From an optimization exercise on the open Yosys and OpenROAD flow, aimed at small area, a short achievable clock period and few clock cycles; shortcuts taken in it are not production practice.
The RTL was checked by simulation tests, not by an equivalence proof against the original design.
Power and IR drop assume default switching activity.

`flow/design.v`:
```
module adb_kbd_translator (
    input  wire        clk,
    input  wire        rst_n,         
    input  wire        in_valid,
    output wire        in_ready,
    input  wire        in_clear,      
    input  wire [7:0]  in_len,        
    input  wire [63:0] in_data,       
    output wire        ev_valid,
    input  wire        ev_ready,
    output wire [7:0]  ev_data,
    output reg  [31:0] short_count
);
    function [7:0] keymap;
        input [7:0] u;
        begin
            case (u)
                8'h04: keymap = 8'h80 | 8'h00;   
                8'h05: keymap = 8'h80 | 8'h0B;   
                8'h06: keymap = 8'h80 | 8'h08;   
                8'h07: keymap = 8'h80 | 8'h02;   
                8'h08: keymap = 8'h80 | 8'h0E;   
                8'h09: keymap = 8'h80 | 8'h03;   
                8'h0A: keymap = 8'h80 | 8'h05;   
                8'h0B: keymap = 8'h80 | 8'h04;   
                8'h0C: keymap = 8'h80 | 8'h22;   
                8'h0D: keymap = 8'h80 | 8'h26;   
                8'h0E: keymap = 8'h80 | 8'h28;   
                8'h0F: keymap = 8'h80 | 8'h25;   
                8'h10: keymap = 8'h80 | 8'h2E;   
                8'h11: keymap = 8'h80 | 8'h2D;   
                8'h12: keymap = 8'h80 | 8'h1F;   
                8'h13: keymap = 8'h80 | 8'h23;   
                8'h14: keymap = 8'h80 | 8'h0C;   
                8'h15: keymap = 8'h80 | 8'h0F;   
                8'h16: keymap = 8'h80 | 8'h01;   
                8'h17: keymap = 8'h80 | 8'h11;   
                8'h18: keymap = 8'h80 | 8'h20;   
                8'h19: keymap = 8'h80 | 8'h09;   
                8'h1A: keymap = 8'h80 | 8'h0D;   
                8'h1B: keymap = 8'h80 | 8'h07;   
                8'h1C: keymap = 8'h80 | 8'h10;   
                8'h1D: keymap = 8'h80 | 8'h06;   
                8'h1E: keymap = 8'h80 | 8'h12;   
                8'h1F: keymap = 8'h80 | 8'h13;   
                8'h20: keymap = 8'h80 | 8'h14;   
                8'h21: keymap = 8'h80 | 8'h15;   
                8'h22: keymap = 8'h80 | 8'h17;   
                8'h23: keymap = 8'h80 | 8'h16;   
                8'h24: keymap = 8'h80 | 8'h1A;   
                8'h25: keymap = 8'h80 | 8'h1C;   
                8'h26: keymap = 8'h80 | 8'h19;   
                8'h27: keymap = 8'h80 | 8'h1D;   
                8'h28: keymap = 8'h80 | 8'h24;   
                8'h29: keymap = 8'h80 | 8'h35;   
                8'h2A: keymap = 8'h80 | 8'h33;   
                8'h2B: keymap = 8'h80 | 8'h30;   
                8'h2C: keymap = 8'h80 | 8'h31;   
                8'h2D: keymap = 8'h80 | 8'h1B;   
                8'h2E: keymap = 8'h80 | 8'h18;   
                8'h2F: keymap = 8'h80 | 8'h21;   
                8'h30: keymap = 8'h80 | 8'h1E;   
                8'h31: keymap = 8'h80 | 8'h2A;   
                8'h33: keymap = 8'h80 | 8'h29;   
                8'h34: keymap = 8'h80 | 8'h27;   
                8'h35: keymap = 8'h80 | 8'h32;   
                8'h36: keymap = 8'h80 | 8'h2B;   
                8'h37: keymap = 8'h80 | 8'h2F;   
                8'h38: keymap = 8'h80 | 8'h2C;   
                8'h39: keymap = 8'h80 | 8'h39;   
                8'h3A: keymap = 8'h80 | 8'h7A;   
                8'h3B: keymap = 8'h80 | 8'h78;   
                8'h3C: keymap = 8'h80 | 8'h63;   
                8'h3D: keymap = 8'h80 | 8'h76;   
                8'h3E: keymap = 8'h80 | 8'h60;   
                8'h3F: keymap = 8'h80 | 8'h61;   
                8'h40: keymap = 8'h80 | 8'h62;   
                8'h41: keymap = 8'h80 | 8'h64;   
                8'h42: keymap = 8'h80 | 8'h65;   
                8'h43: keymap = 8'h80 | 8'h6D;   
                8'h44: keymap = 8'h80 | 8'h67;   
                8'h45: keymap = 8'h80 | 8'h6F;   
                8'h49: keymap = 8'h80 | 8'h72;   
                8'h4A: keymap = 8'h80 | 8'h73;   
                8'h4B: keymap = 8'h80 | 8'h74;   
                8'h4C: keymap = 8'h80 | 8'h75;   
                8'h4D: keymap = 8'h80 | 8'h77;   
                8'h4E: keymap = 8'h80 | 8'h79;   
                8'h4F: keymap = 8'h80 | 8'h3C;   
                8'h50: keymap = 8'h80 | 8'h3B;   
                8'h51: keymap = 8'h80 | 8'h3D;   
                8'h52: keymap = 8'h80 | 8'h3E;   
                8'h53: keymap = 8'h80 | 8'h47;   
                8'h54: keymap = 8'h80 | 8'h4B;   
                8'h55: keymap = 8'h80 | 8'h43;   
                8'h56: keymap = 8'h80 | 8'h4E;   
                8'h57: keymap = 8'h80 | 8'h45;   
                8'h58: keymap = 8'h80 | 8'h4C;   
                8'h59: keymap = 8'h80 | 8'h53;   
                8'h5A: keymap = 8'h80 | 8'h54;   
                8'h5B: keymap = 8'h80 | 8'h55;   
                8'h5C: keymap = 8'h80 | 8'h56;   
                8'h5D: keymap = 8'h80 | 8'h57;   
                8'h5E: keymap = 8'h80 | 8'h58;   
                8'h5F: keymap = 8'h80 | 8'h59;   
                8'h60: keymap = 8'h80 | 8'h5B;   
                8'h61: keymap = 8'h80 | 8'h5C;   
                8'h62: keymap = 8'h80 | 8'h52;   
                8'h63: keymap = 8'h80 | 8'h41;   
                8'h67: keymap = 8'h80 | 8'h51;   
                8'h68: keymap = 8'h80 | 8'h69;   
                8'h69: keymap = 8'h80 | 8'h6B;   
                8'h6A: keymap = 8'h80 | 8'h71;   
                default: keymap = 8'h00;         
            endcase
        end
    endfunction
    function is_mapped;
        input [7:0] u;
        begin
            is_mapped = (~u[7] & ~u[6] & u[2]) | (~u[7] & ~u[5] & u[2] & ~u[1]) | (~u[7] & ~u[6] & u[3]) |
                        (~u[7] & ~u[4] & u[3] & ~u[2] & ~u[1] & u[0]) | (~u[7] & ~u[5] & u[3] & u[1]) | (~u[7] & ~u[5] & u[4]) |
                        (~u[7] & ~u[6] & u[4] & u[0]) | (~u[7] & ~u[6] & u[5] & ~u[1]) | (~u[7] & u[5] & ~u[4] & ~u[2] & ~u[0]) |
                        (~u[7] & u[5] & ~u[4] & ~u[3] & u[1] & u[0]) | (~u[7] & u[6] & ~u[4] & ~u[3] & ~u[2]);
        end
    endfunction
    function [6:0] adb_code;
        input [6:0] u;
        begin
            adb_code[0] = (~u[6] & ~u[5] & ~u[3] & ~u[1] & u[0]) | (~u[6] & ~u[4] & ~u[2] & ~u[1] & u[0]) | (~u[6] & ~u[5] & ~u[2] & u[1] & ~u[0]) |
                          (~u[6] & ~u[4] & ~u[2] & u[1] & ~u[0]) | (~u[6] & u[3] & ~u[2] & ~u[1] & u[0]) | (~u[4] & u[3] & ~u[2] & u[1] & ~u[0]) |
                          (~u[6] & u[3] & u[2] & u[1] & u[0]) | (~u[5] & u[4] & ~u[2] & u[0]) | (~u[6] & u[4] & ~u[3] & u[1]) |
                          (u[5] & ~u[3] & u[2] & u[1]) | (u[5] & ~u[4] & u[3] & ~u[1] & u[0]) | (u[5] & u[3] & u[2] & ~u[1] & ~u[0]) |
                          (u[5] & u[4] & ~u[3] & u[2] & ~u[0]) | (u[6] & ~u[5] & ~u[4] & u[1] & ~u[0]) | (u[6] & ~u[3] & u[1] & u[0]) |
                          (u[6] & ~u[4] & u[2] & ~u[1]) | (u[6] & u[4] & ~u[3] & ~u[1]) | (u[6] & u[4] & u[0]) |
                          (u[6] & u[5] & ~u[1] & ~u[0]);
            adb_code[1] = (~u[6] & ~u[5] & ~u[4] & ~u[3] & u[0]) | (~u[6] & ~u[4] & ~u[3] & ~u[2] & u[1]) | (~u[5] & u[2] & ~u[1] & u[0]) |
                          (~u[6] & ~u[5] & ~u[4] & u[3] & ~u[1]) | (u[3] & u[2] & ~u[1] & u[0]) | (u[4] & ~u[3] & ~u[2] & ~u[0]) |
                          (~u[5] & u[4] & ~u[3] & ~u[2] & u[1]) | (~u[6] & ~u[5] & u[4] & ~u[2] & u[1] & u[0]) | (~u[6] & ~u[5] & u[4] & u[3] & u[2] & u[1]) |
                          (~u[6] & u[5] & ~u[2] & u[1] & ~u[0]) | (u[5] & ~u[3] & u[2] & ~u[1] & ~u[0]) | (u[5] & u[4] & ~u[3] & ~u[1]) |
                          (u[5] & u[4] & ~u[3] & u[2]) | (u[5] & u[4] & u[2] & ~u[1]) | (u[6] & ~u[3] & ~u[1] & ~u[0]) |
                          (u[6] & ~u[3] & u[2] & ~u[0]) | (u[6] & ~u[5] & ~u[4] & u[3] & ~u[2] & ~u[0]) | (u[6] & u[3] & ~u[1] & u[0]) |
                          (u[6] & u[4] & u[2] & ~u[1]) | (u[6] & u[5] & ~u[3] & ~u[0]);
            adb_code[2] = (~u[6] & ~u[5] & ~u[4] & ~u[2] & ~u[0]) | (~u[6] & ~u[3] & ~u[2] & ~u[0]) | (~u[5] & ~u[3] & ~u[2] & ~u[1] & u[0]) |
                          (~u[4] & ~u[3] & ~u[2] & ~u[1] & u[0]) | (~u[6] & ~u[5] & u[3] & ~u[2] & u[1]) | (~u[5] & ~u[4] & u[3] & u[1] & u[0]) |
                          (~u[5] & ~u[4] & u[3] & u[2] & u[0]) | (~u[6] & ~u[5] & u[4] & ~u[3] & ~u[1]) | (~u[6] & u[4] & ~u[3] & ~u[1] & ~u[0]) |
                          (u[4] & u[3] & u[2] & ~u[1] & u[0]) | (~u[6] & u[5] & ~u[4] & ~u[2] & ~u[1]) | (~u[6] & u[5] & ~u[2] & ~u[1] & ~u[0]) |
                          (~u[6] & u[5] & ~u[4] & ~u[3] & u[0]) | (~u[6] & u[5] & ~u[3] & u[2] & u[1] & u[0]) | (u[6] & ~u[5] & ~u[3] & u[1]) |
                          (u[6] & ~u[4] & u[2] & ~u[1]) | (u[6] & ~u[5] & u[3] & ~u[1] & ~u[0]) | (u[6] & u[4] & ~u[2] & u[1]);
            adb_code[3] = (~u[6] & ~u[5] & ~u[4] & ~u[2] & ~u[1] & ~u[0]) | (~u[6] & ~u[5] & ~u[3] & ~u[1] & u[0]) | (~u[5] & ~u[4] & ~u[3] & ~u[2] & u[1] & u[0]) |
                          (~u[4] & ~u[3] & u[2] & ~u[1] & u[0]) | (~u[4] & u[2] & u[1] & ~u[0]) | (~u[6] & ~u[5] & u[4] & ~u[3] & ~u[1]) |
                          (u[4] & ~u[3] & ~u[2] & ~u[1]) | (~u[6] & u[4] & ~u[2] & ~u[1] & u[0]) | (~u[6] & u[4] & ~u[2] & u[1] & ~u[0]) |
                          (~u[6] & u[5] & ~u[4] & ~u[3] & u[2]) | (u[5] & ~u[4] & u[2] & ~u[1] & u[0]) | (~u[6] & u[5] & ~u[3] & u[2] & u[1]) |
                          (u[5] & u[4] & ~u[2]) | (u[6] & u[3] & ~u[2] & ~u[1] & ~u[0]) | (u[6] & u[3] & u[2] & u[1]) |
                          (u[6] & u[4] & ~u[3] & ~u[0]) | (u[6] & u[5] & ~u[1]);
            adb_code[4] = (u[4] & ~u[3] & ~u[2] & u[1] & ~u[0]) | (~u[6] & ~u[5] & u[4] & u[2] & u[1] & u[0]) | (~u[5] & u[4] & u[3] & u[2] & ~u[0]) |
                          (~u[6] & u[5] & ~u[4] & ~u[3]) | (u[5] & ~u[4] & ~u[3] & ~u[1]) | (u[5] & ~u[3] & ~u[2] & ~u[0]) |
                          (u[5] & ~u[4] & u[2] & ~u[0]) | (u[5] & u[2] & ~u[1] & u[0]) | (~u[6] & u[5] & u[3] & ~u[2] & u[0]) |
                          (u[5] & u[3] & ~u[2] & u[1]) | (u[6] & ~u[5] & u[3] & u[0]) | (u[6] & u[3] & u[1]) |
                          (u[6] & u[3] & u[2]) | (u[6] & u[4] & ~u[3] & ~u[2] & ~u[1]) | (u[6] & u[5] & u[2]);
            adb_code[5] = (~u[5] & ~u[3] & ~u[2] & ~u[1]) | (~u[5] & ~u[4] & u[3] & u[2]) | (~u[6] & ~u[5] & u[4] & ~u[2] & ~u[1] & ~u[0]) |
                          (~u[6] & u[4] & ~u[3] & ~u[2] & u[0]) | (u[5] & u[3] & ~u[2]) | (u[5] & u[3] & ~u[1] & ~u[0]) |
                          (u[5] & u[3] & u[1] & u[0]) | (u[5] & u[4] & u[2]) | (u[6] & ~u[5] & ~u[4]) |
                          (u[6] & ~u[5] & ~u[3] & ~u[2] & ~u[0]);
            adb_code[6] = (u[5] & u[4] & u[3] & u[1]) | (u[5] & u[4] & u[3] & u[2]) | (u[6] & ~u[4] & ~u[2]) |
                          (u[6] & ~u[4] & ~u[0]) | (u[6] & ~u[3] & u[1] & u[0]) | (u[6] & ~u[3] & u[2]) |
                          (u[6] & u[2] & ~u[1]) | (u[6] & u[4] & u[3]);
        end
    endfunction
    function [6:0] modmap;
        input [2:0] b;
        begin
            case (b)
                3'd0: modmap = 7'h36;   
                3'd1: modmap = 7'h38;   
                3'd2: modmap = 7'h3A;   
                3'd3: modmap = 7'h37;   
                3'd4: modmap = 7'h7D;   
                3'd5: modmap = 7'h7B;   
                3'd6: modmap = 7'h7C;   
                default: modmap = 7'h37;   
            endcase
        end
    endfunction
    reg         rdy_q;             
    reg  [3:0]  rdy_k;             
    reg  [7:0]  cur_mod;           
    reg  [41:0] cur_keys;          
    reg  [41:0] old_keys;          
    reg  [19:0] pend;              
    reg         q0_v, q1_v;        
    reg  [7:0]  q0_d, q1_d;
    wire [7:0]  n_mod = in_data[7:0];
    wire [5:0]  n_map;             
    wire [41:0] n_keys;            
    genvar gi, gj;
    generate
        for (gj = 0; gj < 6; gj = gj + 1) begin : g_new
            wire [7:0] u = in_data[16 + 8*gj +: 8];
            wire       m = is_mapped(u);
            assign n_map[gj] = m;
            assign n_keys[7*gj +: 7] = m ? u[6:0] : 7'd0;
        end
    endgenerate
    wire [35:0] eq;
    generate
        for (gi = 0; gi < 6; gi = gi + 1) begin : g_i
            for (gj = 0; gj < 6; gj = gj + 1) begin : g_j
                assign eq[6*gi + gj] = !in_data[16 + 8*gj + 7] &&
                    (cur_keys[7*gi +: 7] == in_data[16 + 8*gj +: 7]);
            end
        end
    endgenerate
    wire [5:0] rel_m, prs_m;
    generate
        for (gi = 0; gi < 6; gi = gi + 1) begin : g_rel
            assign rel_m[gi] = (cur_keys[7*gi +: 7] != 7'd0) && !(|eq[6*gi +: 6]);
            assign prs_m[gi] = n_map[gi] &&
                !(eq[gi] | eq[6+gi] | eq[12+gi] | eq[18+gi] | eq[24+gi] | eq[30+gi]);
        end
    endgenerate
    wire [19:0] in_pend = {prs_m, rel_m, n_mod ^ cur_mod};
    function [19:0] lower_or;      
        input [19:0] p;
        integer k;
        begin
            lower_or[0] = 1'b0;
            for (k = 1; k < 20; k = k + 1) lower_or[k] = lower_or[k-1] | p[k-1];
        end
    endfunction
    wire [19:0] pre   = lower_or(pend);
    wire [19:0] first = pend & ~pre;
    wire [19:0] rest  = pend & pre;
    wire        le1   = ~|rest;
    reg  [6:0]  rel_code, prs_code;
    reg  [7:0]  mod_ev;
    reg         seen_r, seen_p;
    integer k;
    always @(*) begin
        rel_code = 7'd0;
        prs_code = 7'd0;
        seen_r   = 1'b0;
        seen_p   = 1'b0;
        for (k = 0; k < 6; k = k + 1) begin
            if (pend[8+k] && !seen_r)  rel_code = old_keys[7*k +: 7];
            if (pend[14+k] && !seen_p) prs_code = cur_keys[7*k +: 7];
            seen_r = seen_r | pend[8+k];
            seen_p = seen_p | pend[14+k];
        end
        mod_ev = 8'd0;
        for (k = 0; k < 8; k = k + 1)
            if (first[k]) mod_ev = mod_ev | {~cur_mod[k], modmap(k[2:0])};
    end
    wire       is_mod   = |pend[7:0];
    wire       is_rel   = |pend[13:8];
    wire [6:0] slot_map = adb_code(is_rel ? rel_code : prs_code);
    wire [7:0] ev_next  = is_mod ? mod_ev : {is_rel, slot_map[6:0]};
    wire take     = q0_v && ev_ready;
    wire push     = (|pend) && !(q1_v && !take);
    wire accept   = in_valid && in_ready;
    wire is_short = !in_clear && (in_len < 8'd8);
    wire is_rep   = !in_clear && !is_short;
    reg         n_q0_v, n_q1_v;
    always @(*) begin
        n_q0_v = q0_v;
        n_q1_v = q1_v;
        if (take) begin
            if (q1_v) n_q1_v = push;
            else      n_q0_v = push;
        end else if (!q0_v) begin
            n_q0_v = push;
        end else if (!q1_v) begin
            n_q1_v = push;
        end
    end
    wire [7:0]  in_md  = in_pend[7:0];
    wire [5:0]  in_rl  = in_pend[13:8];
    wire [5:0]  in_pr  = in_pend[19:14];
    wire        md_le1 = ~|(in_md & lower_or({12'd0, in_md}));
    wire [3:0]  ky_ok;
    assign ky_ok[0] = ~|(in_rl & lower_or({14'd0, in_rl}));
    assign ky_ok[1] = ~|(in_pr & lower_or({14'd0, in_pr}));
    assign ky_ok[2] = !(|in_rl && |in_pr);
    assign ky_ok[3] = !(|in_md && (|in_rl || |in_pr));
    assign in_ready = rdy_q && (&rdy_k);
    wire sc_load = !rst_n || (accept && is_short);
    always @(posedge clk)
        if (sc_load) short_count <= {32{rst_n}} & (short_count + 32'd1);
    assign ev_valid = q0_v;
    assign ev_data  = q0_d;
    always @(posedge clk) begin
        if (!rst_n) begin
            rdy_q       <= 1'b1;
            rdy_k       <= 4'hf;
            cur_mod     <= 8'h00;
            cur_keys    <= 42'd0;
            pend        <= 20'd0;
            q0_v        <= 1'b0;
            q1_v        <= 1'b0;
        end else begin
            rdy_q <= !n_q1_v && (accept ? (!is_rep || md_le1) : le1);
            rdy_k <= (!accept || !is_rep) ? 4'hf : ky_ok;
            q0_v <= n_q0_v;
            q1_v <= n_q1_v;
            if (take) begin
                if (q1_v) begin
                    q0_d <= q1_d;
                    q1_d <= ev_next;
                end else begin
                    q0_d <= ev_next;
                end
            end else if (!q0_v) begin
                q0_d <= ev_next;
            end else if (!q1_v) begin
                q1_d <= ev_next;
            end
            if (push) begin
                pend <= rest;
            end
            if (accept) begin
                pend <= 20'd0;
                if (in_clear) begin
                    cur_mod  <= 8'h00;
                    cur_keys <= 42'd0;
                end else if (is_short) begin
                end else begin
                    cur_mod  <= n_mod;
                    cur_keys <= n_keys;
                    old_keys <= cur_keys;
                    pend     <= in_pend;
                end
            end
        end
    end
endmodule
```
`flow/flow/run.sh`:
```
#!/bin/bash
# Standard layout, with plain buf_2 cells as the port buffers instead of the
# cell buffer_ports picks by default. Make's output goes to flow_make.log.
set -euo pipefail
export BUFFER_PORTS_ARGS="-buffer_cell sky130_fd_sc_hd__buf_2"
bash standard.sh > flow_make.log 2>&1
```
`flow/standard.sh`:
```
#!/bin/bash
# synth_recipe.tcl (not shown) runs the flow's synth.tcl, then flattens the netlist and writes it again
# the make line also repeats each setting of config.mk as NAME=value (left out here)
make -C /OpenROAD-flow-scripts/flow DESIGN_CONFIG=/design/flow/config.mk WORK_HOME=/design/flow/orfs CLKGATE_MAP_FILE= SYNTH_SCRIPT=/design/flow/synth_recipe.tcl "${@:-finish}"
```
`flow/config.mk`:
```
export PLATFORM = sky130hd
export DESIGN_NAME = adb_kbd_translator
export DESIGN_NICKNAME = adb_kbd_translator
export VERILOG_FILES = /design/flow/design.v
export SDC_FILE = /design/flow/constraint.sdc
export NUM_CORES = 4
export LEC_CHECK = 0
export CAP_MARGIN = 20
export CORE_MARGIN = 2
export CORE_UTILIZATION = 40
export CTS_BUF_LIST = sky130_fd_sc_hd__clkbuf_8
export SETUP_SLACK_MARGIN = 4.9
export SLEW_MARGIN = 20
```
`flow/constraint.sdc`:
```
create_clock -name core_clock -period 8.0 [get_ports {clk}]
set_input_delay 1.6000 -clock core_clock [delete_from_list [all_inputs] [get_ports {clk}]]
set_output_delay 1.6000 -clock core_clock [all_outputs]
set_load 0.01 [all_outputs]
```
==> results of run 1 <==
kinds of logic after synthesis:
logic type,after synthesis
compound gates,321
xor+xnor,288
fa+ha+maj,7
buf+inv,158
flops,167
mux,2
simple gates,545
cell usage after synthesis (all sizes together) (24+ instances only):
library cell,number
edfxtp,90
nand2,125
a22oi,62
nor4,84
buf,75
dfxtp,77
xor2,279
nor2,174
nand3,26
nor3,36
nand4,24
a21oi,43
o21ai,52
clkbuf,74
metrics by stage:
step | total power [mW] | instance area, sq um | util | cells | hold slack [ns]
global placement | 2.42 | 13200 | 0.422 | 1866 | 0.524
floorplan | 2.14 | 13000 | - | 1488 | 0.403
global route | 3.56 | 15000 | 0.479 | 1977 | 0.587
detailed placement | 2.45 | 13200 | 0.422 | 1866 | 0.536
finish | 3.39 | 15000 | 0.479 | 1977 | 0.564
CTS | 3.26 | 14400 | 0.461 | 1950 | 0.560
final timing paths:
check	cells past startpoint	to	from
worst max-delay path	9	rdy_k[1]	in_data[27]
worst min-delay path	2	q1_d[0]	q1_d[0]
worst max register to register	9	q1_d[0]	cur_keys[4]
worst min register to register	2	q1_d[0]	q1_d[0]
cell type report:
class                           instances  area (sq um)  area share
Clock buffer                           17           234      0.0156
Multi-Input combinational cell       1166          8190       0.547
Timing Repair Buffer                  201          1600       0.107
Sequential cell                       167          4280       0.285
Clock inverter                         15           145     0.00969
Tap cell                              402           503      0.0336
Inverter                                9          33.8     0.00225
metal layers:
| layer | up-vias | routed length (microns) | GRT usage |
|---|---|---|---|
| met4 | 2 | 1690 | 0.114 |
| li1 | 5555 | - | - |
| met2 | 646 | 20300 | 0.418 |
| met1 | 5948 | 18400 | 0.344 |
| met5 | - | 13 | 0 |
| met3 | 128 | 3480 | 0.0417 |
registers in the layout, summed over array words and instances (netlist names), 4 cells and up:
signal,cells
short_count,32
q0_d,8
cur_mod,8
cur_keys,42
rdy_k,4
q1_d,8
old_keys,42
pend,20
what timing repair did:
item / CTS / global route
hold endpoints to repair: 0 / 0
gates cloned: 3 / 0
buffers inserted: 49 / 27
endpoints found under the setup margin: 151 / 114
pin swaps: 36 / 32
resized for setup: 116 / 96
worst min-delay path, cell delays in order, from the launching register on:
cell,delay [ns]
edfxtp_1,0.35
nand2_1,0.05
o31ai_1,0.06
cells in the final DEF, fill, tap and decap left out, drive strengths merged, types with 12 or more instances in the layout:
| master | instances |
|---|---|
| a211oi | 22 |
| a21oi | 43 |
| a221oi | 15 |
| a22oi | 62 |
| a32oi | 15 |
| buf | 198 |
| clkbuf | 20 |
| dfxtp | 77 |
| edfxtp | 90 |
| inv | 16 |
| nand2 | 125 |
| nand3 | 26 |
| nand4 | 24 |
| nor2 | 174 |
| nor2b | 13 |
| nor3 | 36 |
| nor4 | 84 |
| o211ai | 16 |
| o21ai | 53 |
| o31ai | 12 |
| or3 | 18 |
| xor2 | 279 |
power breakdown:
part | leakage, nW | total (mW) | internal (mW) | switching [mW]
Combinational | 4.55 | 1.64 | 0.660 | 0.983
Clock | 0.193 | 0.618 | 0.254 | 0.364
Sequential | 1.51 | 1.13 | 1.02 | 0.105
Total | 6.26 | 3.39 | 1.94 | 1.45
==> key figures, run 1 <==
Detailed routing
  • Iteration-0 DRC Markers: 1,126
  • Post-route DRC: 0
  • Vias: 12,300
  • Routed WL per cell: 22.2 microns
  • Total routed wirelength: about 44,000 microns
  • Drt first pass iters: 5
  • Post-DR vias/cell: a little over 6
  • Remaining antenna violation count after routing: 0

GRT
  • Vias in the first global route: approximately 11,000
  • Maximum number of pins on one net before global-route repair: 69
  • GRT overflow: 0
  • First-pass GRT wire length: ~66,000 microns
  • Initial antenna violation count: 1
  • Gr usage total: 0.259

Timing
  • Setup ws final: slightly below 5 ns
  • Fin crit period: approximately 3.1 ns
  • Final period util: 0.391
  • RSZ-0062 raised after global routing: true
  • Max Freq: 319 MHz
  • Slew @ Worst Pin: between 0.8 and 0.9 ns
  • Final setup viols: 0
  • Sum Neg Setup Slack: 0 ns
  • Normalized max-slew margin: 0.430
  • Slew Limit Fails: 0
  • Final Hold Fails: 0
  • Setup Skew: between 0.015 and 0.02 ns

Clock network
  • CTS Sinks: between 150 and 200
  • CTS Buffer Depth: 2
  • Clock latency (worst-skew pair): 0.49 ns
  • Htree depth: 4
  • Clock slew at reported path FFs: ~0.10 ns
  • Total CTS buffers: 17
  • Root buf cell: clkbuf_8
  • TritonCTS clock tree: built
  • CTS Hold Bufs: 0

Synth
  • Synth Area in Compound Gates: 0.186
  • Xor/xnor share of the synthesized area: 0.200
  • Cell variety after synth: between 70 and 80
  • Synth Area in Simple Gates: 0.214
  • Post-synth EDFFs: 90
  • Syn_area_per_cell: 8.49 sq um
  • Sequential area share after synthesis: 0.336
  • Mapped cell area: between 10,000 and 15,000 sq um
  • Yosys warns: 1
  • Share of the synthesized area in the top cell type: 0.214
  • Syn Inst Count: roughly 1,500
  • Prevailing post-synth register cell: edfxtp_1
  • Synthesis-stage register bit count: between 150 and 200
  • Syn nets: 1,566
  • Ranking of synthesized cells by area: edfxtp_1 (21%), xor2_1 (19%), dfxtp_1 (12%)
  • Synth area leader: edfxtp_1
  • Post-synthesis mux area share: 0.00178
  • Main combinational cell family by area after synthesis: simple AND/OR/NAND/NOR gates
  • Ys async rst share: 0
  • Synthesized-area fraction occupied by adder cells: 0.00575

Final layout
  • Ant diodes: 0
  • Fillers: a little under 3,000
  • Layout cells sized above 1: 0.225
  • Synth-to-layout area growth: 18.7%
  • Final #Nets: 1,640

Flow run
  • Maxcap violations: 0

Critical path
  • Crit path kind: input port to flop
  • Reg2reg setup slack: around 4.9 ns
  • CP Capture Type: flop
  • Critical-path top delay cell: or3_4
  • Maximum fanout along the worst path: 11
  • Critical path data arrival time: around 3.5 ns
  • WP buf/inv: 2
  • Crit-path max cell delay: about 0.43 ns
  • Crit-path leading delay family: compound AO/OA/AOI/OAI gates
  • Startpoint types: input port
  • Critical path cell sequence: clkbuf_4, mux2_4, o21ai_2, nand2_1, a221o_1, or3_4, inv_1, o21ai_1, a211o_1
  • WP data required: approximately 8.4 ns

Floorplan
  • Die Ht: ~180 microns
  • # IOs: between 100 and 150
  • Die ar.: 33,000 sq um
  • # rows: 65
  • Starting density of the core: 0.403
  • Core area: between 30,000 and 40,000 sq um
  • Die X: approximately 180 microns

Placement
  • Port buffer count: roughly 110
  • GP Congestion: around 0.97
  • HPWL Detailed: roughly 28,000 microns
  • Place WS: around 3.3 ns

Pwr
  • Max VDD drop: 0.117 mV
  • Cell Pwr Density: ~230 nW/um^2
  • Static leakage: roughly 6.3 nW

Min path
  • Hold Crit Class: flop to flop

Outcome
  • Status: complete, no violations
Testbench counts, summed over its fixed seeds: cycles 2,446.
==> inputs of run 2 (changes only) <==
--- a/flow/config.mk
+++ b/flow/config.mk
@@ -9,5 +9,5 @@
 export CORE_MARGIN = 2
 export CORE_UTILIZATION = 40
 export CTS_BUF_LIST = sky130_fd_sc_hd__clkbuf_8
-export SETUP_SLACK_MARGIN = 4.9
+export SETUP_SLACK_MARGIN = 4.8
 export SLEW_MARGIN = 20
==> key figures, run 2 <==
Pwr
  • Seq pwr share: 0.341
  • Combinational Power Share: 0.464
  • Static leakage: between 5 and 6 nW
  • Cell Pwr Density: between 200 and 250 nW/um^2
  • Internal: about 1.9 mW
  • Total power: 3.31 mW
  • Max VDD drop: ~0.11 mV
  • Clock share of power: 0.195
  • Sw Pwr: ~1.4 mW
  • Sw Ratio: 0.431

Synth
  • Syn nets: roughly 1,600
  • Synthesis-stage register bit count: between 150 and 200
  • Syn Inst Count: ~1,500
  • Most frequent cell after synthesis: xor2_1
  • Sequential area share after synthesis: 0.336
  • Prevailing post-synth register cell: edfxtp_1
  • Synth Area in Compound Gates: 0.186
  • Post-synthesis mux area share: 0.00178
  • Cell variety after synth: 75
  • Main combinational cell family by area after synthesis: simple AND/OR/NAND/NOR gates
  • Post-synth EDFFs: 90
  • Syn_area_per_cell: about 8.5 sq um
  • Share of the synthesized area in the top cell type: 0.214
  • Synth Area in Simple Gates: 0.214
  • Synth cell count leaders: xor2_1 (279), nor2_1 (172), nand2_1 (125)
  • Ranking of synthesized cells by area: edfxtp_1 (21%), xor2_1 (19%), dfxtp_1 (12%)
  • Ys async rst share: 0
  • Yosys warns: 1
  • Synth area leader: edfxtp_1
  • Synthesized-area fraction occupied by adder cells: 0.00575
  • Mapped cell area: approximately 13,000 sq um
  • Xor/xnor share of the synthesized area: 0.200

GRT
  • Gr usage total: 0.251
  • First-pass GRT wire length: around 65,000 microns
  • Vias in the first global route: 10,900
  • Maximum number of pins on one net before global-route repair: between 60 and 70
  • Initial antenna violation count: 1
  • GRT overflow: 0

Final layout
  • Final instance area: between 10,000 and 15,000 sq um
  • Non-Filler Instances: 1,944
  • Final #Nets: 1,606
  • Layout cells sized above 1: 0.186
  • Reg area: roughly 4300 sq um
  • Area of the multi-input gates: 8020 sq um
  • Most common cell after layout, fill and taps aside: xor2_1
  • Fillers: between 3,000 and 4,000
  • Largest regs: cur_keys (42), old_keys (42), short_count (32)
  • Finished Core Util: 0.458
  • Synth-to-layout area growth: 13.6%
  • Most frequent cells in the layout: xor2_1 (279), nor2_1 (165), nand2_1 (120)

Placement
  • Area after DPL: about 13,000 sq um
  • # placed instances: roughly 1,900
  • HPWL Detailed: 27,500 microns
  • GP Congestion: between 0.9 and 1
  • Place WS: ~3.4 ns
  • Port buffer count: around 110

Critical path
  • Crit-path max cell delay: approximately 0.8 ns
  • RR Startpoint: cur_keys[16]
  • WP data required: 8.23 ns
  • Reg2reg setup slack: 4.79 ns
  • Critical path cell sequence: a21o_1, o22ai_1, o211ai_1, buf_4, a211oi_2, buf_4, a41o_1, a221o_1, a2111oi_4, o31ai_1
  • CP Capture Type: flop
  • Maximum fanout along the worst path: 10
  • Critical path data arrival time: ~3.4 ns
  • Critical-path top delay cell: dfxtp_1
  • Startpoint types: flop
  • R2R cell count: 10
  • Crit path kind: flop to flop
  • Crit-path most repeated cell: buf_4
  • RR Endpoint: q0_d[3]

Timing
  • Sum Neg Setup Slack: 0 ns
  • Normalized max-slew margin: 0.467
  • Slew @ Worst Pin: 0.794 ns
  • Hold slack: approximately 0.56 ns
  • Final period util: 0.401
  • Fin crit period: about 3.2 ns
  • Slew Limit Fails: 0
  • Final setup viols: 0
  • Max Freq: slightly above 300 MHz
  • Final Hold Fails: 0
  • Setup Skew: ~0.028 ns
  • RSZ-0062 raised after global routing: true
  • Setup ws final: ~4.8 ns

Clock network
  • Htree depth: 4
  • CTS Hold Bufs: 0
  • TritonCTS clock tree: built
  • Total CTS buffers: 17
  • CTS Buffer Depth: 2
  • Clock latency (worst-skew pair): around 0.49 ns
  • CTS Sinks: between 150 and 200
  • Clock slew at reported path FFs: between 0.1 and 0.15 ns
  • Root buf cell: clkbuf_8

Min path
  • WHS Endpoint: q0_d[7]
  • Hold Crit Class: flop to flop
  • Hold Path Depth: 2
  • Hold path start: q1_d[7]

Floorplan
  • Starting density of the core: 0.403
  • # rows: 65
  • Core area: 31,300 sq um
  • Die X: 182 microns
  • Die Ht: 182 microns
  • Die ar.: around 33,000 sq um
  • # IOs: around 120

Detailed routing
  • Post-route DRC: 0
  • Vias: 12,100
  • Total routed wirelength: 43,100 microns
  • Post-DR vias/cell: around 6.2
  • Drt first pass iters: 8
  • Iteration-0 DRC Markers: between 1,000 and 1,500
  • Remaining antenna violation count after routing: 0
  • Routed WL per cell: 22.2 microns

Outcome
  • Status: complete, no violations

Flow run
  • Maxcap violations: 0
==> run 2: cell counts after synthesis <==
Identical to the previous run, type by type.
==> run 2: final cells by class <==
type | count | share of cell area
Multi-Input combinational cell | 1168 | 0.559
Sequential cell | 167 | 0.297
Antenna cell | 1 | 0.000174
Tap cell | 402 | 0.0351
Inverter | 9 | 0.00236
Clock inverter | 14 | 0.0115
Timing Repair Buffer | 165 | 0.0772
Clock buffer | 18 | 0.0173
==> run 2: logic make-up (layout without fill, tap and decap cells) <==
family / after synthesis / count (layout)
AND/OR/NAND/NOR: 545 / 545
XOR/XNOR: 288 / 288
AO/OA/AOI/OAI: 321 / 326
multiplexers: 2 / 2
other: 0 / 1
buffers and inverters: 158 / 206
adder cells (fa/ha/maj): 7 / 7
flip-flops: 167 / 167
==> run 2: power by group through the flow <==
| stage | sequential, mW | clock (mW) | combinational (mW) |
|---|---|---|---|
| 2_1_floorplan | 1.10 | 0 | 1.03 |
| 3_3_place_gp | 1.14 | 0 | 1.28 |
| 3_5_place_dp | 1.14 | 0 | 1.30 |
| 4_1_cts | 1.13 | 0.656 | 1.40 |
| 5_1_grt | 1.14 | 0.698 | 1.64 |
| 6_report | 1.13 | 0.646 | 1.54 |
==> run 2: repair_timing <==
item / CTS / global route
resized for setup: 66 / 60
cloned: 2 / 3
pin swaps: 18 / 22
setup buffers: 22 / 18
setup endpoints to repair: 145 / 101
==> run 2: worst max-delay path by stage <==
stage,cells after the start,slack (ns),end,from
after floorplan,9,4.42,pend[5],in_len[6]
after global routing,11,4.72,q0_d[3],pend[9]
after CTS,10,4.78,q0_d[3],pend[8]
after global placement,9,3.43,q0_d[3],pend[14]
after detailed placement,9,3.36,q0_d[3],pend[14]
final,10,4.79,q0_d[3],cur_keys[16]
==> run 2: worst max-delay path: cells and delay by family, from the launching register on <==
kind | cells | cell delay (ns)
AO/OA/AOI/OAI | 8 | 1.76
buffers and inverters | 2 | 0.43
flip-flops | 1 | 0.78
==> run 2: metal layers <==
metal  share of wire  global-route usage
met3           0.076              0.0323
met2            0.46               0.404
met5               0                   0
met4           0.035              0.0953
met1            0.43               0.345
==> inputs of run 3 (changes only) <==
--- a/flow/config.mk
+++ b/flow/config.mk
@@ -9,5 +9,5 @@
 export CORE_MARGIN = 2
 export CORE_UTILIZATION = 40
 export CTS_BUF_LIST = sky130_fd_sc_hd__clkbuf_8
-export SETUP_SLACK_MARGIN = 4.8
+export SETUP_SLACK_MARGIN = 4.5
 export SLEW_MARGIN = 20
==> key figures, run 3 <==
Outcome
  • Status: complete, no violations

Pwr
  • Sw Pwr: 1.37 mW
  • Internal: ~1.8 mW
  • Seq pwr share: 0.359
  • Static leakage: approximately 5.7 nW
  • Clock share of power: 0.192
  • Sw Ratio: 0.437
  • Cell Pwr Density: 227 nW/um^2
  • Combinational Power Share: 0.449
  • Max VDD drop: 0.129 mV

Synth
  • Synth cell count leaders: xor2_1 (279), nor2_1 (172), nand2_1 (125)
  • Main combinational cell family by area after synthesis: simple AND/OR/NAND/NOR gates
  • Xor/xnor share of the synthesized area: 0.200
  • Syn_area_per_cell: between 8 and 9 sq um
  • Share of the synthesized area in the top cell type: 0.214
  • Post-synthesis mux area share: 0.00178
  • Synth area leader: edfxtp_1
  • Yosys warns: 1
  • Ys async rst share: 0
  • Sequential area share after synthesis: 0.336
  • Syn Inst Count: 1,488
  • Synthesis-stage register bit count: 167
  • Mapped cell area: roughly 13,000 sq um
  • Syn nets: roughly 1,600
  • Cell variety after synth: 75
  • Most frequent cell after synthesis: xor2_1
  • Post-synth EDFFs: 90
  • Synthesized-area fraction occupied by adder cells: 0.00575
  • Prevailing post-synth register cell: edfxtp_1
  • Synth Area in Simple Gates: 0.214
  • Synth Area in Compound Gates: 0.186
  • Ranking of synthesized cells by area: edfxtp_1 (21%), xor2_1 (19%), dfxtp_1 (12%)

Timing
  • Final Hold Fails: 0
  • Fin crit period: around 3.5 ns
  • Max Freq: approximately 290 MHz
  • Final setup viols: 0
  • Slew Limit Fails: 0
  • Sum Neg Setup Slack: 0 ns
  • Final period util: 0.432
  • Slew @ Worst Pin: slightly above 1 ns
  • Normalized max-slew margin: 0.305
  • RSZ-0062 raised after global routing: false
  • Hold slack: between 0.5 and 0.6 ns
  • Setup Skew: roughly 0.023 ns

Clock network
  • CTS Buffer Depth: 2
  • Total CTS buffers: 17
  • CTS Sinks: 167
  • Root buf cell: clkbuf_8
  • CTS Hold Bufs: 0
  • Htree depth: 4
  • Clock latency (worst-skew pair): between 0.4 and 0.5 ns
  • Clock slew at reported path FFs: ~0.1 ns
  • TritonCTS clock tree: built

Detailed routing
  • Post-DR vias/cell: about 6
  • Total routed wirelength: about 42,000 microns
  • Iteration-0 DRC Markers: between 1,000 and 1,500
  • Remaining antenna violation count after routing: 0
  • Vias: between 10,000 and 15,000
  • Post-route DRC: 0
  • Routed WL per cell: roughly 22 microns
  • Drt first pass iters: 5

GRT
  • GRT Max-Usage Layer: met2
  • Grt met1 use: 0.337
  • Maximum number of pins on one net before global-route repair: about 60
  • Vias in the first global route: about 11,000
  • First-pass GRT wire length: approximately 64,000 microns
  • Met2 Use GR: 0.392
  • Initial antenna violation count: 1
  • Gr usage total: 0.248
  • Met3 GRT Util: 0.0461
  • GRT overflow: 0

Critical path
  • CP Capture Type: flop
  • Critical path data arrival time: roughly 3.8 ns
  • Critical path cell sequence: buf_2, xor2_1, nor4_1, nand2_1, and4_1, nand4_1, maj3_1, a32oi_1, o21ai_0, a221o_1
  • Critical-path top delay cell: maj3_1
  • Maximum fanout along the worst path: 11
  • WP data required: approximately 8.4 ns
  • Critical Path Source: in_data[22]
  • Crit-path max cell delay: ~0.43 ns
  • Reg2reg setup slack: about 4.7 ns
  • RR Startpoint: pend[8]
  • Startpoint types: input port
  • Crit path kind: input port to flop

Final layout
  • Most frequent cells in the layout: xor2_1 (279), nor2_1 (172), nand2_1 (123)
  • Synth-to-layout area growth: 9.26%
  • Final instance area: approximately 14,000 sq um
  • Largest regs: cur_keys (42), old_keys (42), short_count (32)
  • Layout cells sized above 1: 0.153
  • Most common cell after layout, fill and taps aside: xor2_1
  • Final #Nets: between 1,500 and 2,000

Placement
  • GP Congestion: between 0.9 and 1
  • Port buffer count: between 100 and 150
  • HPWL Detailed: approximately 27,000 microns
  • Area after DPL: around 13,000 sq um

Flow run
  • Maxcap violations: 0

Floorplan
  • Starting density of the core: 0.403
  • Die ar.: approximately 33,000 sq um
  • # rows: 65
  • # IOs: roughly 120
  • Die Ht: ~180 microns
  • Die X: ~180 microns
  • Core area: roughly 31,000 sq um

Min path
  • Hold path start: cur_mod[0]
  • Hold Crit Class: flop to flop
## run 3: cell counts after synthesis
Identical to the previous run, type by type.
## run 3: kinds of logic after synthesis
kind of cell / count (synthesis)
and+or+nand+nor: 545
buffers and inverters: 158
adders and majority gates: 7
xor gates and xnor gates: 288
DFF: 167
AOI/OAI and AO/OA: 321
muxes: 2
## run 3: cell type report
class | count | area [sq um]
well taps | 402 | 503
multi-input cells | 1163 | 7820
clock inverters | 15 | 139
repair buffers | 144 | 816
flip-flops and latches | 167 | 4250
fillers | 3077 | 17500
inverters | 9 | 36.3
diodes | 1 | 2.50
clock buffers | 17 | 234
## run 3: per-layer routing
| layer | vias to the layer above | part of all wire |
|---|---|---|
| met5 | - | 0 |
| met4 | 0 | 0.038 |
| met3 | 110 | 0.084 |
| met2 | 630 | 0.45 |
| met1 | 5683 | 0.43 |
| li1 | 5432 | - |
## run 3: worst paths after layout
check / endpoint / depth (start not counted)
setup / recovery: rdy_k[0] / 10
setup reg to reg: q0_d[0] / 10
hold reg to reg: cur_mod[0] / 2
hold / removal: cur_mod[0] / 2
## run 3: through the flow
stage	cells	utilization	setup WS [ns]	power, mW
final	1918	0.441	4.55	3.14
after global routing	1917	0.441	4.50	3.31
after CTS	1915	0.438	4.52	3.11
after detailed placement	1868	0.421	3.44	2.44
after global placement	1868	0.421	3.48	2.42
after floorplan	1488	-	4.41	2.12
## run 3: power groups by stage
| stage | Combinational, mW | Sequential (mW) | Clock, mW |
|---|---|---|---|
| 2_1_floorplan | 1.02 | 1.10 | 0 |
| 3_3_place_gp | 1.29 | 1.14 | 0 |
| 3_5_place_dp | 1.30 | 1.14 | 0 |
| 4_1_cts | 1.36 | 1.12 | 0.620 |
| 5_1_grt | 1.53 | 1.14 | 0.643 |
| 6_report | 1.41 | 1.13 | 0.602 |
## run 3: what timing repair did
item | 4_1_cts | 5_1_grt
hold endpoints to repair | 0 | 0
buffers inserted | 15 | 2
setup endpoints to repair | 16 | 94
resized for setup | 16 | 14
pin swaps | 5 | 3
## run 3: worst max-delay path, delay by kind of cell
kind / cells / cell delay, ns
xor+xnor: 1 / 0.19
buf+inv: 1 / 0.30
simple gates: 4 / 0.72
compound gates: 3 / 0.59
fa+ha+maj: 1 / 0.43
==> inputs of run 4 (changes only) <==
--- a/flow/config.mk
+++ b/flow/config.mk
@@ -9,5 +9,6 @@
 export CORE_MARGIN = 2
 export CORE_UTILIZATION = 40
 export CTS_BUF_LIST = sky130_fd_sc_hd__clkbuf_8
-export SETUP_SLACK_MARGIN = 4.5
+export SETUP_SLACK_MARGIN = 4.7
 export SLEW_MARGIN = 20
+export TNS_END_PERCENT = 0
==> key figures, run 4 <==
Outcome
  • Status: complete, no violations

Synth
  • Syn nets: between 1,500 and 2,000
  • Synthesis-stage register bit count: ~170
  • Yosys warns: 1
  • Mapped cell area: between 10,000 and 15,000 sq um
  • Ys async rst share: 0
  • Most frequent cell after synthesis: xor2_1
  • Sequential area share after synthesis: 0.336
  • Share of the synthesized area in the top cell type: 0.214
  • Prevailing post-synth register cell: edfxtp_1
  • Synth cell count leaders: xor2_1 (279), nor2_1 (172), nand2_1 (125)
  • Syn Inst Count: approximately 1,500
  • Post-synth EDFFs: 90
  • Ranking of synthesized cells by area: edfxtp_1 (21%), xor2_1 (19%), dfxtp_1 (12%)
  • Cell variety after synth: 75
  • Synth area leader: edfxtp_1
  • Syn_area_per_cell: around 8.5 sq um

Critical path
  • Critical Path Source: in_data[16]
  • CP endpoint: rdy_k[0]
  • CP Capture Type: flop
  • R2R cell count: 9
  • WP data required: between 8 and 9 ns
  • Maximum fanout along the worst path: 11
  • Reg2reg setup slack: between 4 and 5 ns
  • RR Startpoint: cur_keys[18]
  • Critical path data arrival time: ~3.8 ns
  • Crit path kind: input port to flop
  • RR Endpoint: q0_d[3]
  • Startpoint types: input port

Placement
  • GP Congestion: ~0.96
  • HPWL Detailed: around 27,000 microns
  • # placed instances: ~1,900
  • Port buffer count: around 110

Detailed routing
  • Post-route DRC: 0
  • Vias: between 10,000 and 15,000
  • Total routed wirelength: about 42,000 microns
  • Remaining antenna violation count after routing: 0
  • Routed WL per cell: ~22 microns
  • Post-DR vias/cell: between 6 and 7
  • Drt first pass iters: 6
  • Iteration-0 DRC Markers: ~1,200

GRT
  • Gr usage total: 0.247
  • First-pass GRT wire length: about 64,000 microns
  • GRT overflow: 0
  • Maximum number of pins on one net before global-route repair: 95
  • Vias in the first global route: around 11,000
  • Initial antenna violation count: 1

Clock network
  • TritonCTS clock tree: built
  • Clock slew at reported path FFs: ~0.10 ns
  • Total CTS buffers: 17
  • Clock latency (worst-skew pair): 0.50 ns
  • Root buf cell: clkbuf_8
  • CTS Hold Bufs: 0
  • CTS Sinks: ~170
  • Htree depth: 4
  • CTS Buffer Depth: 2

Pwr
  • Static leakage: approximately 5.8 nW
  • Internal: about 1.8 mW
  • Max VDD drop: between 0.1 and 0.15 mV
  • Clock share of power: 0.207
  • Sw Ratio: 0.427
  • Combinational Power Share: 0.441
  • Cell Pwr Density: 232 nW/um^2
  • Seq pwr share: 0.351
  • Sw Pwr: 1.38 mW

Final layout
  • Largest regs: cur_keys (42), old_keys (42), short_count (32)
  • Finished Core Util: 0.444
  • Final #Nets: 1,584
  • Most frequent cells in the layout: xor2_1 (279), nor2_1 (171), nand2_1 (123)
  • Synth-to-layout area growth: 10.1%
  • Most common cell after layout, fill and taps aside: xor2_1
  • Layout cells sized above 1: 0.158
  • Non-Filler Instances: 1,922

Timing
  • Fin crit period: roughly 3.4 ns
  • RSZ-0062 raised after global routing: true
  • Final Hold Fails: 0
  • Final setup viols: 0
  • Sum Neg Setup Slack: 0 ns
  • Hold slack: 0.562 ns
  • Final period util: 0.424
  • Normalized max-slew margin: 0.286
  • Setup Skew: 0.0192 ns
  • Slew @ Worst Pin: around 1.1 ns
  • Slew Limit Fails: 0
  • Max Freq: just under 300 MHz

Floorplan
  • Starting density of the core: 0.403
  • Die X: between 150 and 200 microns
  • Die Ht: around 180 microns
  • # IOs: between 100 and 150
  • # rows: 65
  • Core area: around 31,000 sq um
  • Die ar.: between 30,000 and 40,000 sq um

Flow run
  • Maxcap violations: 0

Min path
  • Hold Crit Class: flop to flop
run 4: cell counts after synthesis:
No cell type changed its count.
run 4: stage by stage:
step / cell area (sq um) / setup WS (ns) / total power [mW]
detailed placement: 13100 / 3.43 / 2.44
global placement: 13100 / 3.47 / 2.42
CTS: 13700 / 4.57 / 3.16
finish: 13900 / 4.61 / 3.23
floorplan: 12700 / 4.41 / 2.12
global route: 13900 / 4.57 / 3.41
run 4: logic make-up (layout without fill, tap and decap cells):
logic type,Yosys count,count (layout),share of synthesized area
fa+ha+maj,7,7,0.00575
compound gates,321,323,0.186
simple gates,545,545,0.214
mux,2,2,0.00178
xor+xnor,288,288,0.200
flops,167,167,0.336
buf+inv,158,187,0.0564
other cells,0,1,0
run 4: metal layers:
layer | GRT usage | vias to the layer above | part of all wire
li1 | - | 5445 | -
met1 | 0.341 | 5755 | 0.44
met2 | 0.392 | 619 | 0.46
met3 | 0.0357 | 110 | 0.074
met4 | 0.0920 | 0 | 0.030
met5 | 0 | - | 0
run 4: worst min-delay path by stage:
stage	from	to	cells past startpoint
6_report	cur_mod[4]	cur_mod[4]	2
5_1_grt	q1_d[7]	q0_d[7]	2
4_1_cts	cur_mod[4]	cur_mod[4]	2
3_5_place_dp	cur_mod[0]	cur_mod[0]	2
3_3_place_gp	cur_mod[2]	cur_mod[2]	2
2_1_floorplan	cur_keys[0]	old_keys[0]	0
run 4: power by group through the flow:
stage	Combinational [mW]	Clock (mW)	Sequential (mW)
4_1_cts	1.35	0.680	1.13
3_5_place_dp	1.29	0	1.15
2_1_floorplan	1.02	0	1.10
5_1_grt	1.55	0.714	1.14
6_report	1.42	0.669	1.13
3_3_place_gp	1.28	0	1.14
run 4: final cells by class:
type                    count  area [sq um]
well taps                 402           503
fillers                  3082         17400
multi-input cells        1165          7850
clock inverters            15           189
repair buffers            146           843
diodes                      1          2.50
inverters                   9          33.8
clock buffers              17           234
flip-flops and latches    167          4250
run 4: what timing repair did:
item,in CTS,in global routing
endpoints found under the setup margin,137,97
pin swaps,4,13
endpoints found under the hold margin,0,0
gates cloned,0,2
setup buffers,9,14
gates resized for setup,17,27
run 4: critical path, stage by stage:
cell      delay [ns]
clkbuf_4        0.25
xor2_1          0.18
nor4_1          0.08
nand2_1         0.13
and4_1          0.24
nand4_1         0.27
maj3_1          0.41
a32oi_1         0.16
o21ai_0         0.11
a221o_1         0.33
==> inputs of run 5 (changes only) <==
--- a/flow/config.mk
+++ b/flow/config.mk
@@ -11,4 +11,3 @@
 export CTS_BUF_LIST = sky130_fd_sc_hd__clkbuf_8
 export SETUP_SLACK_MARGIN = 4.7
 export SLEW_MARGIN = 20
-export TNS_END_PERCENT = 0
==> key figures, run 5 <==
Min path
  • Hold Crit Class: flop to flop

Critical path
  • CP Capture Type: flop
  • Startpoint types: input port
  • Critical path cell sequence: buf_2, xor2_1, nor4_1, nand2_1, and4_1, nand4_1, maj3_2, a32oi_1, o21ai_0, a221o_1
  • Critical path data arrival time: ~3.6 ns
  • Reg2reg setup slack: between 4 and 5 ns
  • Crit-path max cell delay: approximately 0.4 ns
  • Critical-path top delay cell: maj3_2
  • WP data required: about 8.4 ns
  • Crit path kind: input port to flop
  • Maximum fanout along the worst path: 11

Final layout
  • Most common cell after layout, fill and taps aside: xor2_1
  • Final #Nets: 1,590
  • Non-Filler Instances: 1,928
  • Layout cells sized above 1: 0.173
  • Largest regs: cur_keys (42), old_keys (42), short_count (32)
  • Most frequent cells in the layout: xor2_1 (279), nor2_1 (168), nand2_1 (121)
  • Synth-to-layout area growth: 11.6%

Pwr
  • Max VDD drop: 0.113 mV
  • Cell Pwr Density: roughly 230 nW/um^2
  • Static leakage: 5.83 nW

Clock network
  • CTS Sinks: between 150 and 200
  • Clock latency (worst-skew pair): a little over 0.5 ns
  • TritonCTS clock tree: built
  • CTS Hold Bufs: 0
  • CTS Buffer Depth: 2
  • Clock slew at reported path FFs: 0.10 ns
  • Htree depth: 4
  • Root buf cell: clkbuf_8
  • Total CTS buffers: 17

Placement
  • # placed instances: 1,867
  • Port buffer count: about 110
  • HPWL Detailed: approximately 27,000 microns
  • GP Congestion: ~0.95

Synth
  • Post-synth EDFFs: 90
  • Syn Inst Count: 1,488
  • Main combinational cell family by area after synthesis: simple AND/OR/NAND/NOR gates
  • Syn nets: 1,566
  • Synthesis-stage register bit count: between 150 and 200
  • Ranking of synthesized cells by area: edfxtp_1 (21%), xor2_1 (19%), dfxtp_1 (12%)
  • Most frequent cell after synthesis: xor2_1
  • Mapped cell area: around 13,000 sq um
  • Post-synthesis mux area share: 0.00178
  • Synth area leader: edfxtp_1
  • Prevailing post-synth register cell: edfxtp_1
  • Synth Area in Simple Gates: 0.214
  • Ys async rst share: 0
  • Share of the synthesized area in the top cell type: 0.214
  • Synthesized-area fraction occupied by adder cells: 0.00575
  • Cell variety after synth: 75
  • Sequential area share after synthesis: 0.336
  • Yosys warns: 1
  • Syn_area_per_cell: roughly 8.5 sq um
  • Synth cell count leaders: xor2_1 (279), nor2_1 (172), nand2_1 (125)
  • Xor/xnor share of the synthesized area: 0.200
  • Synth Area in Compound Gates: 0.186

Timing
  • Fin crit period: 3.25 ns
  • Setup Skew: about 0.022 ns
  • Final setup viols: 0
  • Slew @ Worst Pin: approximately 0.86 ns
  • Hold slack: between 0.5 and 0.6 ns
  • Sum Neg Setup Slack: 0 ns
  • Final period util: 0.406
  • Max Freq: 308 MHz
  • RSZ-0062 raised after global routing: false
  • Normalized max-slew margin: 0.424
  • Slew Limit Fails: 0
  • Final Hold Fails: 0

Detailed routing
  • Routed WL per cell: 21.7 microns
  • Drt first pass iters: 6
  • Post-route DRC: 0
  • Remaining antenna violation count after routing: 0
  • Post-DR vias/cell: around 6.2
  • Total routed wirelength: 41,900 microns
  • Iteration-0 DRC Markers: ~1,300
  • Vias: 12,000

Outcome
  • Status: complete, no violations

Floorplan
  • Die ar.: 33,000 sq um
  • Core area: ~31,000 sq um
  • Die X: between 150 and 200 microns
  • Starting density of the core: 0.403
  • Die Ht: about 180 microns
  • # rows: 65
  • # IOs: 119

GRT
  • Maximum number of pins on one net before global-route repair: 73
  • Gr usage total: 0.249
  • First-pass GRT wire length: between 60,000 and 70,000 microns
  • GRT overflow: 0
  • Initial antenna violation count: 3
  • Vias in the first global route: ~11,000

Flow run
  • Maxcap violations: 0
run 5: changes by cell type in the layout (fill, tap and decap cells not counted), sizes merged:
cell,before,now
inv,18,16
buf,140,143
bufinv,2,0
clkbuf,23,26
clkinv,3,7
run 5: timing repair:
| item | 4_1_cts | 5_1_grt |
|---|---|---|
| cloned | 2 | 0 |
| endpoints found under the setup margin | 135 | 83 |
| buffers inserted | 12 | 14 |
| pin swaps | 7 | 9 |
| resized for setup | 28 | 55 |
run 5: critical path: cells and delay by family:
family / cells / cell delay, ns
buf+inv: 1 / 0.26
simple gates: 4 / 0.64
xor+xnor: 1 / 0.17
fa+ha+maj: 1 / 0.39
compound gates: 3 / 0.56
run 5: cells by family after synthesis:
kind of cell               Yosys count
buffers and inverters              158
muxes                                2
xor gates and xnor gates           288
DFF                                167
AOI/OAI and AO/OA                  321
and+or+nand+nor                    545
adders and majority gates            7
run 5: per-layer routing:
layer / vias to the layer above / share of wire / wire (microns) / GRT usage
met2: 635 / 0.45 / 18600 / 0.389
met3: 111 / 0.091 / 3810 / 0.0463
met5: - / 0.00029 / 12 / 0
met4: 2 / 0.031 / 1310 / 0.0780
li1: 5461 / - / - / -
met1: 5831 / 0.43 / 18100 / 0.347
run 5: cell type report:
type	count	area [sq um]
antenna	1	2.50
clock buffer	17	234
clock inverter	15	171
fill	3071	17200
inverter	9	35.0
multi-input combinational	1165	7960
sequential	167	4260
tap	402	503
timing repair buffer	152	927
run 5: final timing paths:
| path | from | endpoint | cells after the start |
|---|---|---|---|
| setup reg to reg | pend[8] | q0_d[3] | 10 |
| hold reg to reg | cur_mod[1] | cur_mod[1] | 2 |
| hold / removal | cur_mod[1] | cur_mod[1] | 2 |
| setup / recovery | in_data[38] | rdy_k[0] | 10 |
run 5: metrics by stage:
step	utilization	instance area (sq um)	worst slack [ns]	power, mW
after floorplan	-	12900	4.42	2.13
after global placement	0.422	13200	3.38	2.42
after detailed placement	0.422	13200	3.29	2.44
after CTS	0.441	13800	4.68	3.14
after global routing	0.450	14100	4.68	3.42
final	0.450	14100	4.75	3.25
run 5: where the power goes:
group	switching [mW]	internal, mW
Combinational	0.923	0.558
Clock	0.400	0.239
Sequential	0.104	1.02
==> inputs of run 6 (changes only) <==
--- a/flow/config.mk
+++ b/flow/config.mk
@@ -7,7 +7,7 @@
 export LEC_CHECK = 0
 export CAP_MARGIN = 20
 export CORE_MARGIN = 2
-export CORE_UTILIZATION = 40
-export CTS_BUF_LIST = sky130_fd_sc_hd__clkbuf_8
+export CORE_UTILIZATION = 50
+export CTS_BUF_LIST = sky130_fd_sc_hd__clkbuf_8 sky130_fd_sc_hd__clkbuf_16
 export SETUP_SLACK_MARGIN = 4.7
 export SLEW_MARGIN = 20
==> key figures, run 6 <==
Outcome
  • Status: complete, no violations

Timing
  • Final Hold Fails: 0
  • RSZ-0062 raised after global routing: true
  • Hold slack: roughly 0.55 ns
  • Slew Limit Fails: 0
  • Fin crit period: ~3.3 ns
  • Setup Skew: 0.0184 ns
  • Normalized max-slew margin: 0.411
  • Sum Neg Setup Slack: 0 ns
  • Max Freq: between 300 and 400 MHz
  • Final period util: 0.413
  • Slew @ Worst Pin: about 0.88 ns
  • Final setup viols: 0

Critical path
  • R2R cell count: 9
  • RR Endpoint: q0_d[3]
  • Crit-path max cell delay: about 0.7 ns
  • Critical path cell sequence: buf_2, or4_4, or3_4, o21ai_2
  • Critical-path top delay cell: o21ai_2
  • WP data required: a little over 8 ns
  • RR Startpoint: pend[9]
  • CP Capture Type: flop
  • Startpoint types: input port
  • Reg2reg setup slack: around 4.8 ns
  • Crit path kind: input port to flop
  • Maximum fanout along the worst path: 16
  • Critical path data arrival time: 3.36 ns

Synth
  • Ys async rst share: 0
  • Syn_area_per_cell: 8.49 sq um
  • Share of the synthesized area in the top cell type: 0.214
  • Sequential area share after synthesis: 0.336
  • Syn nets: around 1,600
  • Synth cell count leaders: xor2_1 (279), nor2_1 (172), nand2_1 (125)
  • Yosys warns: 1
  • Synthesis-stage register bit count: between 150 and 200
  • Syn Inst Count: 1,488
  • Post-synth EDFFs: 90
  • Most frequent cell after synthesis: xor2_1
  • Synth area leader: edfxtp_1
  • Mapped cell area: approximately 13,000 sq um
  • Prevailing post-synth register cell: edfxtp_1
  • Cell variety after synth: 75
  • Ranking of synthesized cells by area: edfxtp_1 (21%), xor2_1 (19%), dfxtp_1 (12%)

Clock network
  • Root buf cell: clkbuf_16
  • Htree depth: 4
  • Clock latency (worst-skew pair): 0.43 ns
  • Total CTS buffers: 17
  • CTS Hold Bufs: 0
  • CTS Buffer Depth: 2
  • TritonCTS clock tree: built
  • CTS Sinks: 167
  • Clock slew at reported path FFs: about 0.07 ns

Detailed routing
  • Routed WL per cell: approximately 22 microns
  • Top layer in use: met5
  • Total routed wirelength: a little over 40,000 microns
  • Post-DR vias/cell: ~6.3
  • Metal2 WL: around 19,000 microns
  • Post-route DRC: 0
  • Met1 Wirelength: 17,500 microns
  • Vias: 11,800
  • Drt first pass iters: 6
  • Iteration-0 DRC Markers: 1,272
  • Routed length on met3: approximately 3600 microns
  • Remaining antenna violation count after routing: 0

Flow run
  • Maxcap violations: 0

Min path
  • Hold Path Depth: 2
  • Hold Crit Class: flop to flop
  • Hold path start: cur_mod[0]
  • WHS Endpoint: cur_mod[0]

Placement
  • GP Congestion: 0.947
  • Port buffer count: around 110
  • HPWL Detailed: roughly 27,000 microns

Floorplan
  • Die Ht: ~160 microns
  • Core area: between 20,000 and 25,000 sq um
  • # IOs: roughly 120
  • Die X: around 160 microns
  • # rows: 58
  • Die ar.: 26,500 sq um
  • Starting density of the core: 0.506

Final layout
  • Synth-to-layout area growth: 13.0%
  • Ant diodes: 0
  • Reg area: about 4300 sq um
  • Fillers: approximately 2,300
  • Area of the multi-input gates: 7950 sq um
  • Largest regs: cur_keys (42), old_keys (42), short_count (32)
  • Final #Nets: about 1,600
  • Most frequent cells in the layout: xor2_1 (278), nor2_1 (165), nand2_1 (121)
  • Layout cells sized above 1: 0.175
  • Most common cell after layout, fill and taps aside: xor2_1

GRT
  • First-pass GRT wire length: 62,400 microns
  • Gr usage total: 0.304
  • Initial antenna violation count: 1
  • Maximum number of pins on one net before global-route repair: 57
  • GRT overflow: 0
  • Vias in the first global route: 10,700

Pwr
  • Max VDD drop: approximately 0.13 mV
  • Total power: around 3.4 mW
  • Cell Pwr Density: 240 nW/um^2
  • Static leakage: just under 6 nW
## run 6: cell counts after synthesis
No cell type changed its count.
## run 6: final cells by class
class,count,share of cell area
multi-input combinational,1166,0.557
timing repair buffer,154,0.0719
clock buffer,17,0.0298
inverter,9,0.00254
sequential,167,0.298
clock inverter,15,0.0115
tap,330,0.0289
## run 6: what timing repair did
action                                  in CTS  in global routing
pin swaps                                    8                 16
cloned                                       1                  2
gates resized for setup                     34                 87
buffers inserted                            15                 11
endpoints found under the setup margin     138                120
## run 6: routing by layer
layer / vias up / track usage
met5: - / 0
li1: 5469 / -
met3: 109 / 0.0535
met4: 2 / 0.119
met1: 5600 / 0.409
met2: 590 / 0.487
## run 6: critical path: cells and delay by family
family                 cells  cell delay [ns]
AND/OR/NAND/NOR            2             0.96
AO/OA/AOI/OAI              1             0.70
buffers and inverters      1             0.09
## run 6: power by group
part	switching (mW)	total, mW	internal (mW)
registers	0.105	1.13	1.03
logic	0.896	1.45	0.551
clock network	0.375	0.843	0.468
total	1.38	3.42	2.04
## run 6: kinds of logic after synthesis
family | count (synthesis) | synth area share
flops | 167 | 0.336
fa+ha+maj | 7 | 0.00575
xor+xnor | 288 | 0.200
mux | 2 | 0.00178
buf+inv | 158 | 0.0564
simple gates | 545 | 0.214
compound gates | 321 | 0.186
## run 6: per-stage QoR
stage / setup WS, ns / area, sq um / instances / utilization
2_1_floorplan: 4.42 / 12900 / 1488 / -
3_3_place_gp: 3.46 / 13100 / 1797 / 0.526
3_5_place_dp: 3.48 / 13100 / 1797 / 0.526
4_1_cts: 4.66 / 13900 / 1845 / 0.559
5_1_grt: 4.64 / 14300 / 1858 / 0.572
6_report: 4.70 / 14300 / 1858 / 0.572
## run 6: worst max path at each step
stage | startpoint | endpoint | slack (ns) | cells after the start
3_5_place_dp | pend[14] | q0_d[3] | 3.48 | 9
2_1_floorplan | in_len[6] | pend[5] | 4.42 | 9
4_1_cts | rst_n | q0_d[7] | 4.66 | 4
6_report | in_len[6] | short_count[6] | 4.70 | 4
5_1_grt | in_len[6] | short_count[6] | 4.64 | 4
3_3_place_gp | pend[14] | q0_d[3] | 3.46 | 9

-- re-timing with driven ports --
The results above use ideal ports. As a check the final layouts listed here were re-extracted and re-timed, cells and wires unchanged.
Step 1: set_driving_cell puts a clkbuf_16 on clk and a buf_2 on each other input, an assumption about the parent block.
Step 2 also shifts input and output timing later by t, the mid clock arrival at the registers, as if the neighbouring blocks saw the same clock.
a / b / c = ideal / step 1 / step 2; a / b = the first two.
| run | t (ns) | setup WS [ns] | worst setup path after step 2 | latest minus earliest clock arrival (ns) | cell pins on the clock port's net |
|---|---|---|---|---|---|
| run 1 | 0.528 | 4.869 / 4.875 / 4.347 | input to register | 0.019 / 0.019 | 1 |
| run 2 | 0.521 | 4.791 / 4.791 / 4.298 | input to register | 0.027 / 0.028 | 1 |
| run 3 | 0.526 | 4.546 / 4.574 / 4.047 | input to register | 0.023 / 0.023 | 1 |
| run 4 | 0.538 | 4.610 / 4.635 / 4.097 | input to register | 0.020 / 0.020 | 1 |
| run 5 | 0.550 | 4.753 / 4.783 / 4.234 | input to register | 0.025 / 0.025 | 1 |
| run 6 | 0.477 | 4.700 / 4.731 / 4.254 | input to register | 0.019 / 0.019 | 1 |
After both steps every run listed still meets setup and hold. The setup slack of run 1, which loses most, moves by +0.006 ns with the drivers and by -0.522 ns with both steps.
